From an optimization exercise on the open Yosys and OpenROAD flow, aimed at small area, a short achievable clock period and few clock cycles per item; shortcuts taken in it are not production practice. In this exercise RTL edits were held to simulation tests only and were not proved equivalent to the original.

== indigo ==
==> flow/design.v (excerpt) <==
module sstv_tone_alu (
    input  wire        clk,
    input  wire        rst,
    input  wire        in_valid,
    output wire        in_ready,
    input  wire [1:0]  in_op,
    input  wire [31:0] in_a,
    input  wire [37:0] in_b,
    output wire        out_valid,
    input  wire        out_ready,
    output wire [31:0] out_res,
    output wire [37:0] out_n
);
For scale: ~150 I/O pins, roughly 42000 um2 of cells after synthesis.
Settings: LEC_CHECK=0, CAP_MARGIN=20, CORE_MARGIN=2, CORE_UTILIZATION=55, CTS_BUF_LIST=sky130_fd_sc_hd__clkbuf_4 sky130_fd_sc_hd__clkbuf_8, PLACE_DENSITY=0.7, SLEW_MARGIN=20; clock period 18.0 ns.
standard.sh (not shown) runs the stock make flow with config.mk's settings and CLKGATE_MAP_FILE= SYNTH_SCRIPT=/design/flow/synth_recipe.tcl, a recipe that flattens the netlist after the stock synthesis.
==> flow/flow/run.sh <==
#!/bin/bash
# Standard layout, with three changes:
# - between synthesis and floorplan, flow/fapol.py picks the polarity of each
#   full-adder cell so that fewer inverters sit between full adders (a full
#   adder is self-dual); registers and every other cell are left as the
#   standard synthesis made them;
# - timing repair aims for 12.5 ns of setup slack at the design's 18 ns clock
#   (the constraints themselves are unchanged);
# - the port buffers are plain buffers (sky130_fd_sc_hd__buf_1) instead of
#   delay buffers.
set -euo pipefail
R=orfs/results/${FLOW_PLATFORM}/sstv_tone_alu/base
bash standard.sh synth > synth.log 2>&1
cp "$R/1_2_yosys.v" "$R/1_2_yosys.std.v"
python3 flow/fapol.py "$R/1_2_yosys.std.v" "$R/1_2_yosys.v" > fapol.log 2>&1
rm -f "$R/1_synth.odb" "$R/1_synth.sdc"
export SETUP_SLACK_MARGIN=12.5
export BUFFER_PORTS_ARGS="-buffer_cell sky130_fd_sc_hd__buf_1"
bash standard.sh > layout.log 2>&1
Other scripts of this flow, unchanged in this note and not shown: flow/flow/fapol.py
Testbench counts of indigo, summed over its fixed seeds: cycles 5,232, items 4,312.
diff inputs: indigo => willow
# indigo
export LEC_CHECK = 0
export CAP_MARGIN = 20
export CORE_MARGIN = 2
export CORE_UTILIZATION = 55
export CTS_BUF_LIST = sky130_fd_sc_hd__clkbuf_4 sky130_fd_sc_hd__clkbuf_8
export PLACE_DENSITY = 0.7
export SLEW_MARGIN = 20
create_clock -name core_clock -period 18.0 [get_ports {clk}]
# willow
export LEC_CHECK = 0
export CAP_MARGIN = 20
export CORE_MARGIN = 2
export CORE_UTILIZATION = 65
export CTS_BUF_LIST = sky130_fd_sc_hd__clkbuf_4 sky130_fd_sc_hd__clkbuf_8
export PLACE_DENSITY = 0.8
export SLEW_MARGIN = 20
create_clock -name core_clock -period 18.0 [get_ports {clk}]
Notes after the runs:
willow packs its core tighter than indigo.
Going from indigo to willow, fraction of met1 tracks used by global routing grows by 7.0 points.
Routed wire length: indigo and willow compared, higher one is willow
The flow completed for willow, but it is not clean: the layout still shows capacitance limit, slew limit.
Input changes introduced in ember (baseline for comparison: willow):
# willow
export LEC_CHECK = 0
export CAP_MARGIN = 20
export CORE_MARGIN = 2
export CORE_UTILIZATION = 65
export CTS_BUF_LIST = sky130_fd_sc_hd__clkbuf_4 sky130_fd_sc_hd__clkbuf_8
export PLACE_DENSITY = 0.8
export SLEW_MARGIN = 20
create_clock -name core_clock -period 18.0 [get_ports {clk}]
# ember
export LEC_CHECK = 0
export CAP_MARGIN = 20
export CORE_MARGIN = 2
export CORE_UTILIZATION = 50
export CTS_BUF_LIST = sky130_fd_sc_hd__clkbuf_4 sky130_fd_sc_hd__clkbuf_8
export PLACE_DENSITY = 0.65
export SLEW_MARGIN = 20
create_clock -name core_clock -period 18.0 [get_ports {clk}]
Results
From willow to ember the numbers moved as follows: post-layout instance count excluding filler cells went up 249; global-route track usage on met3 has decreased. Relative to willow, number of placement rows has gone up in ember. Route | ember vs willow | wire shorter in ember. ember ran to completion and came out clean on the timing, design-rule and antenna checks. Finished, but not clean: willow, with capacitance limit, slew limit.
Edits applied to the flow inputs when going from ember to zinc:
# ember
export LEC_CHECK = 0
export CAP_MARGIN = 20
export CORE_MARGIN = 2
export CORE_UTILIZATION = 50
export CTS_BUF_LIST = sky130_fd_sc_hd__clkbuf_4 sky130_fd_sc_hd__clkbuf_8
export PLACE_DENSITY = 0.65
export SLEW_MARGIN = 20
create_clock -name core_clock -period 18.0 [get_ports {clk}]
# zinc
export LEC_CHECK = 0
export CAP_MARGIN = 20
export CORE_MARGIN = 2
export CORE_UTILIZATION = 60
export CTS_BUF_LIST = sky130_fd_sc_hd__clkbuf_4 sky130_fd_sc_hd__clkbuf_8
export PLACE_DENSITY = 0.75
export SLEW_MARGIN = 20
create_clock -name core_clock -period 18.0 [get_ports {clk}]
==> flow/flow/run.sh <==
#!/bin/bash
# Standard layout, with three changes:
# - between synthesis and floorplan, flow/fapol.py picks the polarity of each
#   full-adder cell so that fewer inverters sit between full adders (a full
#   adder is self-dual); registers and every other cell are left as the
#   standard synthesis made them;
# - timing repair aims for 12.2 ns of setup slack at the design's 18 ns clock
#   (the constraints themselves are unchanged);
# - the port buffers are plain buffers (sky130_fd_sc_hd__buf_1) instead of
#   delay buffers.
set -euo pipefail
R=orfs/results/${FLOW_PLATFORM}/sstv_tone_alu/base
bash standard.sh synth > synth.log 2>&1
cp "$R/1_2_yosys.v" "$R/1_2_yosys.std.v"
python3 flow/fapol.py "$R/1_2_yosys.std.v" "$R/1_2_yosys.v" > fapol.log 2>&1
rm -f "$R/1_synth.odb" "$R/1_synth.sdc"
export SETUP_SLACK_MARGIN=12.2
export BUFFER_PORTS_ARGS="-buffer_cell sky130_fd_sc_hd__buf_1"
bash standard.sh > layout.log 2>&1
==> results.txt <==
- | number of cells in the design after placement | zinc vs ember | 3.2% lower |
- First-pass GRT wire length (higher): ember
- Cmp ember and zinc / number of nets in the final layout / lower: zinc
- zinc vs. ember: critical-path maximum fanout went up by 1.
- Of the two values seen for end point of the critical path, res_o[27]$_DFFE_PP_ was produced by zinc and q3[13]$_DFFE_PN_ by ember.

-- what the ideal ports hide --
In the flow no input, the clock included, has a driving cell. The finished layouts below were timed again as built, in two steps. Step 1 assumes that a clkbuf_16 drives the clock port and a buf_2 every other input. Step 2 adds t to the input delays and takes it off the output delays; t is the mean of the earliest and latest rising clock arrival at the registers after step 1. Input paths then give back, and output paths get back, about the clock's delay inside the block. a / b / c = ideal ports / drivers / drivers and shift; a / b = the first two.
run	shift t [ns]	slack for setup (ns)	cell pins on the clock port's net
indigo	0.785	12.563 / 12.563 / 12.563	1
willow	0.784	11.822 / 11.822 / 11.822	1
ember	0.791	12.533 / 12.533 / 12.533	1
zinc	0.783	12.376 / 12.376 / 12.376	1
